Source: an optimization exercise on an open RTL-to-GDS flow (aim: small area, a short achievable clock period and few clock cycles per item). Production flows keep margins and buffers that such runs may drop.
Function was checked by simulation only, so behaviour that the tests miss may differ from the original.
No activity file was given, so power comes from the tool's default toggle rates.

[design/flow/run.sh]
#!/bin/bash
# synth_recipe.tcl (not shown) runs the flow's synth.tcl, then flattens the netlist and writes it again
# the make line also repeats each setting of config.mk as NAME=value (left out here)
make -C /OpenROAD-flow-scripts/flow DESIGN_CONFIG=/design/flow/config.mk WORK_HOME=/design/flow/orfs CLKGATE_MAP_FILE= SYNTH_SCRIPT=/design/flow/synth_recipe.tcl finish
[design/flow/config.mk]
export PLATFORM = sky130hd
export DESIGN_NAME = fcrl
export DESIGN_NICKNAME = fcrl
export VERILOG_FILES = /design/flow/design.v
export SDC_FILE = /design/flow/constraint.sdc
export NUM_CORES = 4
export LEC_CHECK = 0
export CAP_MARGIN = 20
export CORE_MARGIN = 2
export CORE_UTILIZATION = 40
export SLEW_MARGIN = 20
[design/flow/constraint.sdc]
create_clock -name core_clock -period 22.0 [get_ports {clk}]
set_input_delay 4.4000 -clock core_clock [delete_from_list [all_inputs] [get_ports {clk}]]
set_output_delay 4.4000 -clock core_clock [all_outputs]
set_load 0.01 [all_outputs]
[design/flow/design.v]
module fcrl (
    input             clk,
    input             rst,           
    input             op_valid,
    output            op_ready,
    input      [31:0] opw,
    input      [31:0] now,
    output reg        res_valid,
    output reg [1:0]  res_st,
    output reg [3:0]  res_reason,
    output reg [31:0] res_data
);
    localparam [7:0]  START     = 8'h02;
    localparam [7:0]  END_B     = 8'h03;
    localparam [3:0] OP_RXFEED = 4'h1, OP_RXPOLL = 4'h2,
                     OP_TXPWR = 4'h3, OP_TXENC = 4'h4, OP_TXFRD = 4'h5,
                     OP_RXFRD = 4'h6, OP_CSRRD = 4'h7, OP_RLSET = 4'h8,
                     OP_RLADV = 4'h9, OP_RLRD = 4'hA, OP_ESTOP = 4'hB,
                     OP_ESTOPCLR = 4'hC, OP_SRESET = 4'hF;
    localparam [1:0] ST_DONE = 2'd0, ST_COMPLETE = 2'd1, ST_INVALID = 2'd2,
                     ST_REFUSED = 2'd3;
    localparam [3:0] R_NONE = 4'd0, R_TIMEOUT = 4'd1, R_OVERFLOW = 4'd2,
                     R_BAD_END = 4'd3, R_CHECKSUM = 4'd4, R_ILLEGAL_OP = 4'd8,
                     R_BAD_INDEX = 4'd9, R_BAD_LENGTH = 4'd10,
                     R_BAD_CHANNEL = 4'd11;
    function [7:0] crc8_byte;
        input [7:0] c;
        input [7:0] b;
        integer k;
        reg [7:0] x;
        begin
            x = c ^ b;
            for (k = 0; k < 8; k = k + 1)
                x = x[7] ? ((x << 1) ^ 8'h07) : (x << 1);
            crc8_byte = x;
        end
    endfunction
    reg         a_v;
    reg  [31:0] a_op;
    reg  [31:0] a_now;
    reg         rdy;
    assign op_ready = rdy;
    wire [3:0]  code = a_op[31:28];
    wire [3:0]  ch   = a_op[27:24];
    wire [7:0]  idx  = a_op[23:16];
    wire [15:0] val  = a_op[15:0];
    wire [7:0]  b    = a_op[7:0];
    reg         rx_state;
    reg  [4:0]  rx_count;
    reg  [7:0]  rx_cmd;
    reg  [4:0]  rx_len;           
    reg         rx_big;           
    reg  [7:0]  rx_pay [0:15];    
    reg  [7:0]  rx_crc;           
    reg  [31:0] rx_last;
    reg  [15:0] cnt_framing;
    reg  [15:0] cnt_checksum;
    reg         rxf_valid;
    reg  [7:0]  rxf_cmd;
    reg  [4:0]  rxf_len;
    reg  [7:0]  rxf_pay [0:15];
    reg  [7:0]  txp [0:15];
    reg  [7:0]  txf_pay [0:15];   
    reg  [7:0]  txf_cmd;
    reg  [4:0]  txf_l;            
    reg         txf_v;            
    reg  [7:0]  tx_crc;           
    reg  [4:0]  tx_pos;           
    reg         tx_busy;
    reg         pend;             
    reg  [6:0]  target [0:2];
    reg  [6:0]  actual [0:2];
    reg         estop;
    wire ex      = a_v & ~pend;
    wire is_feed = (code == OP_RXFEED);
    wire is_poll = (code == OP_RXPOLL);
    wire is_pwr  = (code == OP_TXPWR);
    wire is_enc  = (code == OP_TXENC);
    wire is_frd  = (code == OP_TXFRD);
    wire is_rrd  = (code == OP_RXFRD);
    wire is_csr  = (code == OP_CSRRD);
    wire is_set  = (code == OP_RLSET);
    wire is_adv  = (code == OP_RLADV);
    wire is_rlrd = (code == OP_RLRD);
    wire is_est  = (code == OP_ESTOP);
    wire is_estc = (code == OP_ESTOPCLR);
    wire is_srst = (code == OP_SRESET);
    wire is_ill  = (code == 4'hD) | (code == 4'hE);
    wire clr     = rst | (ex & is_srst);
    wire [31:0] elapsed   = a_now - rx_last;
    wire        timed_out = rx_state & (elapsed > 32'd100);
    wire        in_frame  = rx_state & ~timed_out;
    wire        overflow  = in_frame & (rx_count == 5'd21);
    wire        store     = in_frame & ~overflow;
    wire        at_end    = ~rx_big & ({1'b0, rx_count} == {1'b0, rx_len} + 6'd4);
    wire        expected  = store & at_end;
    wire        b_end     = (b == END_B);
    wire        crc_ok    = (rx_crc == 8'h00);
    wire        bad_end   = expected & ~b_end;
    wire        bad_crc   = expected & b_end & ~crc_ok;
    wire        good      = expected & b_end & crc_ok;
    wire feed   = ex & is_feed;
    wire framing_inc  = (feed & (timed_out | overflow | bad_end)) |
                        (ex & is_poll & timed_out);
    wire checksum_inc = feed & bad_crc;
    wire        enc_ok   = (idx <= 8'd16);
    wire        enc      = ex & is_enc & enc_ok;
    wire        frd_use  = ex & is_frd;
    wire [3:0]  tsel     = frd_use ? idx[3:0] : tx_pos[3:0];
    wire [7:0]  tbyte    = txf_pay[tsel];
    wire        tx_step  = tx_busy & (tsel == tx_pos[3:0]);
    wire [4:0]  crcpos   = txf_l + 5'd3;
    wire        frd_wait = frd_use & tx_busy & (idx == {3'b0, crcpos});
    wire        busy_n   = ~clr & (enc ? (idx[4:0] != 5'd0) :
                                   (tx_busy & ~(tx_step & (tx_pos == txf_l + 5'd2))));
    wire [4:0]  crcpos_n = enc ? (idx[4:0] + 5'd3) : crcpos;
    wire        pend_n   = ~rst & (pend ? tx_busy : frd_wait);
    wire        acc      = op_valid & rdy;
    wire        in_frd   = (opw[31:28] == OP_TXFRD) & (opw[23:16] == {3'b0, crcpos_n});
    wire signed [15:0] pct = val;
    wire [6:0] set_val = estop            ? 7'd0 :
                         (pct < 0)        ? 7'd0 :
                         (pct > 16'sd100) ? 7'd100 : pct[6:0];
    function [6:0] ramp;
        input [6:0] a;
        input [6:0] t;
        input [6:0] up;
        input [6:0] dn;
        begin
            if (a < t)
                ramp = a + ((t - a < up) ? t - a : up);
            else if (a > t)
                ramp = a - ((a - t < dn) ? a - t : dn);
            else
                ramp = a;
        end
    endfunction
    wire ch_ok = (ch < 4'd3);
    reg [1:0]  r_st;
    reg [3:0]  r_reason;
    reg [31:0] r_data;
    always @* begin
        r_st     = ST_DONE;
        r_reason = R_NONE;
        r_data   = 32'd0;
        case (code)
            OP_RXFEED: begin
                if (timed_out) begin
                    r_st = ST_INVALID; r_reason = R_TIMEOUT;
                end else if (overflow) begin
                    r_st = ST_INVALID; r_reason = R_OVERFLOW;
                end else if (bad_end) begin
                    r_st = ST_INVALID; r_reason = R_BAD_END;
                end else if (bad_crc) begin
                    r_st = ST_INVALID; r_reason = R_CHECKSUM;
                end else if (good) begin
                    r_st = ST_COMPLETE;
                    r_data = {16'd0, 3'd0, rx_len, rx_cmd};
                end
            end
            OP_RXPOLL: begin
                if (timed_out) begin
                    r_st = ST_INVALID; r_reason = R_TIMEOUT;
                end
            end
            OP_TXPWR: begin
                if (idx >= 8'd16) begin
                    r_st = ST_REFUSED; r_reason = R_BAD_INDEX;
                end
            end
            OP_TXENC: begin
                if (!enc_ok) begin
                    r_st = ST_REFUSED; r_reason = R_BAD_LENGTH;
                end else
                    r_data = {24'd0, idx + 8'd5};
            end
            OP_TXFRD: begin
                if (!txf_v || idx >= {3'b0, txf_l} + 8'd5) begin
                    r_st = ST_REFUSED; r_reason = R_BAD_INDEX;
                end else if (idx == 8'd0)
                    r_data = {24'd0, START};
                else if (idx == 8'd1)
                    r_data = {24'd0, txf_cmd};
                else if (idx == 8'd2)
                    r_data = {27'd0, txf_l};
                else if (idx == {3'b0, crcpos})
                    r_data = {24'd0, tx_crc};
                else if (idx == {3'b0, crcpos} + 8'd1)
                    r_data = {24'd0, END_B};
                else
                    r_data = {24'd0, tbyte};
            end
            OP_RXFRD: begin
                if (!rxf_valid || idx >= {3'b0, rxf_len}) begin
                    r_st = ST_REFUSED; r_reason = R_BAD_INDEX;
                end else
                    r_data = {24'd0, rxf_pay[idx[3:0]]};
            end
            OP_CSRRD: begin
                case (idx)
                    8'h00: r_data = {16'd0, 3'd0, rx_count, 5'd0, estop, rxf_valid, rx_state};
                    8'h01: r_data = {16'd0, cnt_framing};
                    8'h02: r_data = {16'd0, cnt_checksum};
                    8'h03: r_data = {16'd0, 3'd0, rxf_len, rxf_cmd};
                    8'h04: r_data = txf_v ? {27'd0, txf_l + 5'd5} : 32'd0;
                    8'h05: r_data = rx_last;
                    8'h08: r_data = {16'd0, END_B, START};
                    8'h09: r_data = 32'h00031510;
                    8'h0A: r_data = 32'd100;
                    8'h10: r_data = 32'h00000102;
                    8'h11: r_data = 32'h00000505;
                    8'h12: r_data = 32'h00000A0A;
                    default: begin r_st = ST_REFUSED; r_reason = R_BAD_INDEX; end
                endcase
            end
            OP_RLSET: begin
                if (!ch_ok) begin
                    r_st = ST_REFUSED; r_reason = R_BAD_CHANNEL;
                end else
                    r_data = {25'd0, set_val};
            end
            OP_RLRD: begin
                if (!ch_ok) begin
                    r_st = ST_REFUSED; r_reason = R_BAD_CHANNEL;
                end else
                    r_data = {17'd0, target[ch[1:0]], 1'b0, actual[ch[1:0]]};
            end
            4'hD, 4'hE: begin
                r_st = ST_REFUSED; r_reason = R_ILLEGAL_OP;
            end
            default: ;
        endcase
    end
    always @(posedge clk) begin
        a_op  <= opw;
        a_now <= now;
        if (rst) begin
            a_v       <= 1'b0;
            rdy       <= 1'b1;
            pend      <= 1'b0;
            res_valid <= 1'b0;
        end else begin
            a_v  <= acc;
            pend <= pend_n;
            rdy  <= ~(busy_n & (pend_n | (acc & in_frd)));
            res_valid <= (ex & ~frd_wait) | (pend & ~tx_busy);
            if (pend) begin
                res_st     <= ST_DONE;
                res_reason <= R_NONE;
                res_data   <= {24'd0, tx_crc};
            end else if (ex) begin
                res_st     <= r_st;
                res_reason <= r_reason;
                res_data   <= r_data;
            end
        end
    end
    integer k;
    always @(posedge clk) begin
        if (clr) begin
            rx_state     <= 1'b0;
            rx_count     <= 5'd0;
            rx_last      <= 32'd0;
            cnt_framing  <= 16'd0;
            cnt_checksum <= 16'd0;
            rxf_valid    <= 1'b0;
            rxf_cmd      <= 8'd0;
            rxf_len      <= 5'd0;
        end else begin
            if (framing_inc && cnt_framing != 16'hFFFF)
                cnt_framing <= cnt_framing + 16'd1;
            if (checksum_inc && cnt_checksum != 16'hFFFF)
                cnt_checksum <= cnt_checksum + 16'd1;
            if (ex & is_poll & timed_out) begin
                rx_state <= 1'b0;
                rx_count <= 5'd0;
            end
            if (feed) begin
                rx_last <= a_now;
                if (!in_frame) begin
                    rx_state <= (b == START);
                    rx_count <= (b == START) ? 5'd1 : 5'd0;
                end else if (overflow || expected) begin
                    rx_state <= 1'b0;
                    rx_count <= 5'd0;
                end else
                    rx_count <= rx_count + 5'd1;
                if (good) begin
                    rxf_valid <= 1'b1;
                    rxf_cmd   <= rx_cmd;
                    rxf_len   <= rx_len;
                end
            end
        end
    end
    always @(posedge clk) begin
        if (feed) begin
            if (!in_frame)
                rx_crc <= 8'h00;
            else
                rx_crc <= crc8_byte(rx_crc, b);
            if (store && rx_count == 5'd1)
                rx_cmd <= b;
            if (store && rx_count == 5'd2) begin
                rx_len <= b[4:0];
                rx_big <= (b > 8'd16);
            end
            for (k = 0; k < 16; k = k + 1)
                if (store && rx_count >= 5'd3 && rx_count <= 5'd18 && rx_count[3:0] == k)
                    rx_pay[k] <= b;
        end
        for (k = 0; k < 16; k = k + 1)
            if (feed & good)
                rxf_pay[k] <= rx_pay[(k + 3) % 16];
    end
    always @(posedge clk) begin
        for (k = 0; k < 16; k = k + 1)
            if (clr || (ex && is_pwr && idx == k))
                txp[k] <= clr ? 8'd0 : b;
        if (clr) begin
            txf_v   <= 1'b0;
            tx_busy <= 1'b0;
        end else if (enc) begin
            txf_v   <= 1'b1;
            tx_busy <= (idx[4:0] != 5'd0);
        end else if (tx_step && tx_pos == txf_l + 5'd2)
            tx_busy <= 1'b0;
    end
    always @(posedge clk) begin
        if (enc) begin
            for (k = 0; k < 16; k = k + 1)
                txf_pay[(k + 3) % 16] <= txp[k];
            txf_cmd <= b;
            txf_l   <= idx[4:0];
            tx_crc  <= crc8_byte(crc8_byte(8'h00, b), idx);
            tx_pos  <= 5'd3;
        end else if (tx_step) begin
            tx_crc  <= crc8_byte(tx_crc, tbyte);
            tx_pos  <= tx_pos + 5'd1;
        end
    end
    always @(posedge clk) begin
        if (clr) begin
            for (k = 0; k < 3; k = k + 1) begin
                target[k] <= 7'd0;
                actual[k] <= 7'd0;
            end
            estop <= 1'b0;
        end else if (ex) begin
            if (is_set && ch_ok)
                target[ch[1:0]] <= set_val;
            if (is_adv) begin
                actual[0] <= ramp(actual[0], target[0], 7'd2, 7'd1);
                actual[1] <= ramp(actual[1], target[1], 7'd5, 7'd5);
                actual[2] <= ramp(actual[2], target[2], 7'd10, 7'd10);
            end
            if (is_est) begin
                estop <= 1'b1;
                for (k = 0; k < 3; k = k + 1) begin
                    target[k] <= 7'd0;
                    actual[k] <= 7'd0;
                end
            end
            if (is_estc)
                estop <= 1'b0;
        end
    end
endmodule
==> summary.txt, run 1 <==
Detailed routing
  – Number of DRC markers in iteration 0: ~3200
  – Aggregate routed wire length: roughly 110 mm
  – Final ANT Viol Nets: 0
  – DRC viols: 0
  – Drt pass-1 iters: 6
  – DR WL/cell: between 20 and 25 microns
  – Overall via count from detail_route: 25700
  – Routed vias/inst: around 5.7

Synthesis
  – Register area share after synthesis: about 61%
  – Mapped Area: between 0.03 and 0.04 sq mm
  – Synth area leader: edfxtp_1
  – Synth Register Bits: around 800
  – Most common cell in the netlist: edfxtp_1
  – Asr flop ratio synth: 0%
  – YS warnings: 6
  – EDFF count, synth: 621
  – Mapped Cells: between 3000 and 4000
  – Post-synth top cells: 621 x edfxtp_1, 294 x nand2_1, 212 x nor2_1
  – Mapped Avg Cell Area: 11.8 sq um
  – Ys flop type: edfxtp_1
  – Synth area leaders: edfxtp_1 51%, dfxtp_1 9.9%, ha_1 4.5%, nand2_1 3.0%, xnor2_1 2.7%
  – Area share of the leading cell type in the synthesized netlist: roughly half
  – Post-synthesis cell type count: 93

STA
  – Max Slew Vio Count: 0
  – Unrepaired setup endpoints after global routing: no
  – # setup viols final: 0
  – Fin. Hold Viols: 0
  – Clock Skew: roughly 0.047 ns
  – Crit path time final: roughly 6.5 ns
  – Fin crit share: 29.4%
  – TNS Setup: 0 ns
  – Fmax: roughly 150 MHz
  – Slew headroom: ~21%
  – Fin worst setup slack: approximately 16 ns
  – Slew @ Worst Pin: 1.18 ns

Placement
  – Buffers on Ports: 106
  – Detail Placement HPWL: approximately 75 mm
  – GP Congestion: roughly 0.9
  – Post-Place Setup Slack: 14.93 ns

Global routing
  – First-pass GRT wire length: between 150 and 200 mm
  – Initial antenna violation count: 3
  – Vias in the first global route: about 24000
  – Largest net degree at the start of global routing: 103
  – Total Routing Usage GR: 22.4%
  – Grt ovf: 0

Floorplanning
  – Die W: ~310 microns
  – Cell Rows: 111
  – Core Area: 0.0912 sq mm
  – Die ar.: about 0.094 sq mm
  – Initial Util: ~40%
  – # IOs: between 100 and 150
  – Die Height: ~310 microns

Cells and area
  – N_diodes: 0
  – Nets: about 3400
  – Area Overhead vs Synth: 15.0%
  – Layout cells sized above 1: 8.06%
  – Area of the multi-input gates: 0.0134 sq mm
  – Reg area: about 0.022 sq mm
  – # fillers: between 8000 and 9000

Power and ir drop
  – IR drop worst, VDD: approximately 0.058 mV
  – Clk network pwr share: between 40% and 50%
  – Internal power: around 2600 uW
  – Net switching power: about 820 uW
  – Pleak: about 0.014 uW
  – PD cells: 82.0 mW/mm^2
  – Sequential power share: between 40 and 50%
  – Switching share of power: between 20% and 30%
  – Tot Pwr: about 3500 uW
  – Combinational fraction of design power: between 8 and 9%

Hold path
  – Hold WC Path Type: flip-flop to flip-flop

Clock tree
  – Cts hold-fix bufs: 0
  – H-tree levels: 3
  – CTS Buffer Depth: 3
  – Clk slew on worst S/H paths: ~0.06 ns
  – Clock sinks: 802
  – Cts repair resizes: 0
  – Setup bufs post-CTS: 0
  – Clk Latency, worst-skew pair: 0.68 ns
  – CTS tree: built
  – Num CTS Buffers: 87
  – Clock root buffer: clkbuf_16

Critical path
  – R2r setup slk: 15.77 ns
  – Crit-path max FO: 64
  – Worst r2r src: rx_last[0]
  – Critical Path RT: about 22 ns
  – Critical Path End Type: flip-flop
  – Element type at the critical path start: input port
  – R2R Path End: rxf_pay[4][1]
  – CP Capture Point: txp[6][3]
  – CP startpoint: rst
  – Worst Reg2Reg Path Length in Cells: 15
  – CP Data Arrival Time: just under 7 ns
  – Crit Path Category: input port to flip-flop

Run
  – Max_cap viols: 0

Outcome
  – Status: timing/DRC/antenna clean
-- worst min-delay path by stage --
stage               slack, ns        endpoint  depth (start not counted)          from
finish                   0.38   txf_pay[9][3]                          0     txp[6][3]
global route             0.39   txf_pay[9][3]                          0     txp[6][3]
CTS                      0.38   txf_pay[9][3]                          0     txp[6][3]
detailed placement       0.40   rxf_pay[0][4]                          0  rx_pay[3][4]
global placement         0.40  rxf_pay[15][2]                          0  rx_pay[2][2]
floorplan                0.40   rxf_pay[0][0]                          0  rx_pay[3][0]
-- power by group through the flow --
stage	clock [uW]	sequential [uW]	combinational, uW
after floorplan	0	1700	188
after global placement	0	1710	281
after detailed placement	0	1710	282
after CTS	1520	1680	283
after global routing	1580	1680	309
final	1490	1680	286
-- per-layer routing --
layer | routed length (microns) | global-route usage [%] | vias to the layer above
li1 | - | - | 11800
met1 | 46800 | 32.2 | 12600
met2 | 48200 | 34.9 | 1139
met3 | 9100 | 3.51 | 182
met4 | 3230 | 7.14 | 0
met5 | 0 | 0 | -
-- cell type report --
| type | instances | share of cell area, % |
|---|---|---|
| Clock buffer | 109 | 5.51 |
| Sequential cell | 802 | 52.8 |
| Inverter | 146 | 1.31 |
| Tap cell | 1186 | 3.52 |
| Clock inverter | 51 | 1.46 |
| Timing Repair Buffer | 162 | 3.51 |
| Multi-Input combinational cell | 2017 | 31.8 |
-- critical path: stages --
cell,delay [ns]
clkdlybuf4s50_1,0.78
or2_4,0.55
buf_4,0.74
nor2_1,0.08
buf_4,0.24
-- through the flow --
step                      hold slack, ns  cell area [sq um]  util (%)  cells
final                              0.376              42100      46.2   4473
after global routing               0.392              42100      46.2   4473
after CTS                          0.378              42100      46.2   4473
after detailed placement           0.405              39200      43.0   4313
after global placement             0.400              39200      42.9   4312
after floorplan                    0.400              36700         -   3105
-- placed cells by master (no fill, tap or decap), drive strengths merged, types with 22 or more instances in the layout --
master / instances
edfxtp: 621
nand2: 294
nor2: 213
a21oi: 197
dfxtp: 181
o21ai: 148
inv: 146
ha: 133
xnor2: 114
clkbuf: 109
clkdlybuf4s50: 106
nor3: 73
buf: 56
nand3: 56
xor2: 55
a22oi: 49
nand4: 48
nand2b: 42
a221oi: 41
clkinv: 37
nor2b: 35
nor4: 34
a21o: 32
a31oi: 30
a22o: 29
mux2i: 26
and2: 25
o31ai: 25
or3: 23
and3: 22
-- kinds of logic (layout without fill, tap and decap cells) --
logic type               Yosys count  count (layout)  share of synthesized area (%)
multiplexers                      41              41                           1.39
buffers and inverters            286             468                           2.99
AND/OR/NAND/NOR                  918             918                           12.1
adder cells (fa/ha/maj)          143             143                           5.09
XOR/XNOR                         169             169                           4.04
flip-flops                       802             802                           60.8
other                              1               7                         0.0102
AO/OA/AOI/OAI                    739             739                           13.6
-- sequential cells by signal, summed over array words and instances (netlist names), 16 cells and up --
name	count
txf_pay	128
a_now	32
cnt_framing	16
target	28
cnt_checksum	16
res_data	32
rxf_pay	128
actual	21
rx_pay	128
txp	128
rx_last	32
a_op	32
Testbench counts, summed over its fixed seeds: cycles 32,016, ops 32,000.
==> run 2, diff against run 1 <==
--- a/design/flow/design.v
+++ b/design/flow/design.v
@@ -88,5 +88,13 @@
     wire is_ill  = (code == 4'hD) | (code == 4'hE);
-    wire clr     = rst | (ex & is_srst);
-    wire [31:0] elapsed   = a_now - rx_last;
-    wire        timed_out = rx_state & (elapsed > 32'd100);
+    reg  rst_r;
+    always @(posedge clk) rst_r <= rst;
+    wire clr     = rst_r | (ex & is_srst);
+    wire [24:0] t_xh  = a_now[31:7];
+    wire [24:0] t_yh  = rx_last[31:7];
+    wire [7:0]  t_dl  = {1'b0, a_now[6:0]} - {1'b0, rx_last[6:0]};
+    wire [24:0] t_dx  = t_xh ^ t_yh;
+    wire [23:0] t_run = (t_yh[23:0] & t_dx[23:0]) ^ t_dx[24:1];
+    wire        t_hi  = t_dl[7] ? (t_dx[0] & (t_run == 24'd0)) : (t_dx == 25'd0);
+    wire        t_near = t_hi & (t_dl[6:0] <= 7'd100);
+    wire        timed_out = rx_state & ~t_near;
     wire        in_frame  = rx_state & ~timed_out;
@@ -128,9 +136,11 @@
         input [6:0] dn;
+        reg   [7:0] d;
         begin
-            if (a < t)
-                ramp = a + ((t - a < up) ? t - a : up);
-            else if (a > t)
-                ramp = a - ((a - t < dn) ? a - t : dn);
+            d = {1'b0, t} - {1'b0, a};
+            if (d[7] ? (d >= 8'd0 - {1'b0, dn}) : (d <= {1'b0, up}))
+                ramp = t;
+            else if (d[7])
+                ramp = a - dn;
             else
-                ramp = a;
+                ramp = a + up;
         end
==> run 2 against run 1 <==
Via count decreased by 4.8%. Worst hold slack improved by 0.026 ns. Sequential power about the same. Die area decreased by 3.7%. Non-clock buffer count increased by 11. Final area decreased by 3.4%. Clock skew decreased by 0.015 ns. Synthesized area decreased by 3.7%. Still clean. Total power decreased by 3.1%.
==> summary.txt, run 2 <==
Hold path
  – Hold Path Origin: txp[0][2]
  – Hold path endpoint: txf_pay[3][2]
  – Hold WC Path Type: flip-flop to flip-flop
  – Worst Hold Depth: 0

STA
  – Unrepaired setup endpoints after global routing: no
  – Fmax: about 170 MHz
  – Slew headroom: between 20 and 30%
  – Crit path time final: a little under 6 ns
  – Fin. Hold Viols: 0
  – TNS Setup: 0 ns
  – Fin crit share: a little over a quarter
  – Max Slew Vio Count: 0
  – Slew @ Worst Pin: 1.08 ns
  – # setup viols final: 0
  – Clock Skew: between 0.03 and 0.04 ns

Global routing
  – Grt ovf: 0
  – Largest net degree at the start of global routing: 85
  – First-pass GRT wire length: about 150 mm
  – Initial antenna violation count: 2
  – Total Routing Usage GR: between 20 and 25%
  – Vias in the first global route: between 20000 and 25000

Synthesis
  – Asr flop ratio synth: 0%
  – Synth Register Bits: around 800
  – Mapped Cells: around 2800
  – YS warnings: 6
  – Most common cell in the netlist: edfxtp_1
  – Synth area leader: edfxtp_1
  – Synth area leaders: edfxtp_1 53%, dfxtp_1 10%, ha_1 3.8%, xnor2_1 3.0%, nand2_1 2.6%
  – Post-synthesis cell type count: 97
  – Mapped Avg Cell Area: 12.4 sq um
  – Register area share after synthesis: between 60% and 70%
  – Mapped Area: between 0.03 and 0.04 sq mm
  – Ys flop type: edfxtp_1
  – Post-synth top cells: 621 x edfxtp_1, 244 x nand2_1, 186 x nor2_1
  – Area share of the leading cell type in the synthesized netlist: between 50% and 60%
  – EDFF count, synth: approximately 620

Floorplanning
  – Die Height: 301 microns
  – Initial Util: 40.5%
  – # IOs: 107
  – Cell Rows: between 100 and 150
  – Core Area: around 0.087 sq mm
  – Die W: approximately 300 microns
  – Die ar.: approximately 0.091 sq mm

Cells and area
  – Layout cells sized above 1: between 8 and 9%
  – Most common cell after layout, fill and taps aside: edfxtp_1
  – Area Overhead vs Synth: 15.3%
  – Nets: between 3000 and 4000
  – Finished Layout Cells: between 4000 and 5000
  – Commonest non-fill, non-tap cells in the layout: 621 x edfxtp_1, 244 x nand2_1, 180 x dfxtp_1, 177 x nor2_1, 162 x a21oi_1

Critical path
  – Critical Path End Type: output port
  – CP Data Arrival Time: around 1.5 ns
  – Worst r2r src: pend
  – Max incr delay on CP: ~0.54 ns
  – Slowest CP cell: clkdlybuf4s50_1
  – Worst path cell trace: clkdlybuf4s50_1
  – CP top delay family: buffers and inverters
  – Crit-path max FO: 1
  – Worst Reg2Reg Path Length in Cells: 10
  – Crit Path Category: flip-flop to output port
  – R2r setup slk: 16.82 ns
  – Worst Path Buf+Inv: 1
  – R2R Path End: res_data[6]
  – Critical Path RT: about 18 ns
  – Element type at the critical path start: flip-flop

Clock tree
  – Cts repair resizes: 0
  – CTS tree: built
  – Clk slew on worst S/H paths: 0.06 ns
  – Cts hold-fix bufs: 0
  – Setup bufs post-CTS: 0
  – CTS Buffer Depth: 3
  – Num CTS Buffers: 86
  – Clk Latency, worst-skew pair: 0.66 ns
  – Clock sinks: roughly 800
  – H-tree levels: 3
  – Clock root buffer: clkbuf_16

Power and ir drop
  – Tot Pwr: about 3400 uW
  – PD cells: around 82 mW/mm^2
  – Pleak: around 0.014 uW
  – IR drop worst, VDD: approximately 0.068 mV

Detailed routing
  – DRC viols: 0
  – Overall via count from detail_route: 24500
  – Final ANT Viol Nets: 0
  – Drt pass-1 iters: 6
  – Aggregate routed wire length: between 100 and 150 mm
  – Routed vias/inst: 5.83
  – DR WL/cell: 24.8 microns
  – Number of DRC markers in iteration 0: between 2000 and 3000

Placement
  – Detail Placement HPWL: between 70 and 80 mm
  – GP Congestion: 0.974
  – Buffers on Ports: around 110
  – Placed cell count: between 4000 and 5000

Outcome
  – Status: timing/DRC/antenna clean

Run
  – Max_cap viols: 0
[run 2: per-stage QoR]
stage / cell area, sq um / utilization, % / setup WS [ns] / hold WS (ns)
after global routing: 40700 / 46.7 / 16.02 / 0.411
final: 40700 / 46.7 / 16.07 / 0.402
after CTS: 40700 / 46.7 / 16.02 / 0.402
after detailed placement: 37800 / 43.4 / 15.88 / 0.405
after global placement: 37800 / 43.4 / 15.97 / 0.400
after floorplan: 35300 / - / 13.76 / 0.400
[run 2: worst max path at each step]
stage	to	start	cells after the start
CTS	res_data[31]	res_data[31]	1
finish	res_data[31]	res_data[31]	1
floorplan	rxf_pay[0][0]	rx_last[1]	11
global route	res_reason[0]	res_reason[0]	1
detailed placement	res_data[17]	rst	3
global placement	res_data[16]	rst	3
[run 2: area by class of cell]
cell class | instances | area (sq um)
Fill cell | 7753 | 46500
Sequential cell | 803 | 22300
Multi-Input combinational cell | 1784 | 12100
Clock buffer | 105 | 2380
Timing Repair Buffer | 173 | 1560
Tap cell | 1155 | 1450
Clock inverter | 53 | 473
Inverter | 124 | 470
Antenna cell | 1 | 2.50
[run 2: power breakdown]
part	internal, uW	switching, uW
logic	86.1	149
registers	1660	15.9
clock network	827	617
[run 2: cell families after synthesis]
| kind of cell | Yosys count | synth area share, % |
|---|---|---|
| xor+xnor | 182 | 4.64 |
| simple gates | 788 | 10.8 |
| mux | 61 | 2.12 |
| other cells | 1 | 0.0106 |
| compound gates | 633 | 12.2 |
| buf+inv | 261 | 2.93 |
| fa+ha+maj | 113 | 4.13 |
| flops | 803 | 63.2 |
[run 2: per-layer routing]
metal | global-route usage (%) | vias up | routed length, microns
met5 | 0 | - | 13
met4 | 6.22 | 2 | 2800
met3 | 5.19 | 186 | 9750
met2 | 35.4 | 1143 | 47000
met1 | 32.0 | 12200 | 44700
li1 | - | 10900 | -
Testbench counts of run 2, summed over its fixed seeds: cycles 32,016, ops 32,000.

==> static timing again, ports no longer ideal <==
How much do the figures lean on ideal ports? The routed layouts below were timed once more, with nothing changed but the port constraints. Step 1 (the two cells are an assumption about what drives the block):
set clk [get_ports {clk}]
set_driving_cell -lib_cell sky130_fd_sc_hd__clkbuf_16 $clk
set_driving_cell -lib_cell sky130_fd_sc_hd__buf_2 [delete_from_list [all_inputs] $clk]
Step 2 adds t to the input delays and takes it off the output delays; t is the mean of the earliest and latest rising clock arrival at the registers after step 1. Input paths then give back, and output paths get back, about the clock's delay inside the block. Three values: no drivers, after step 1, after step 2; two values: the first two.
run	t, ns	setup WS [ns]	worst setup path after step 2	latest minus earliest clock arrival (ns)	cell pins on the clock port's net
run 1	0.720	15.530 / 15.569 / 14.849	input to register	0.051 / 0.051	1
run 2	0.709	16.072 / 16.002 / 15.878	input to register	0.032 / 0.032	1
After both steps setup and hold are still met in every run listed. The setup slack of run 1, which loses most, moves by +0.039 ns with the drivers and by -0.681 ns with both steps.
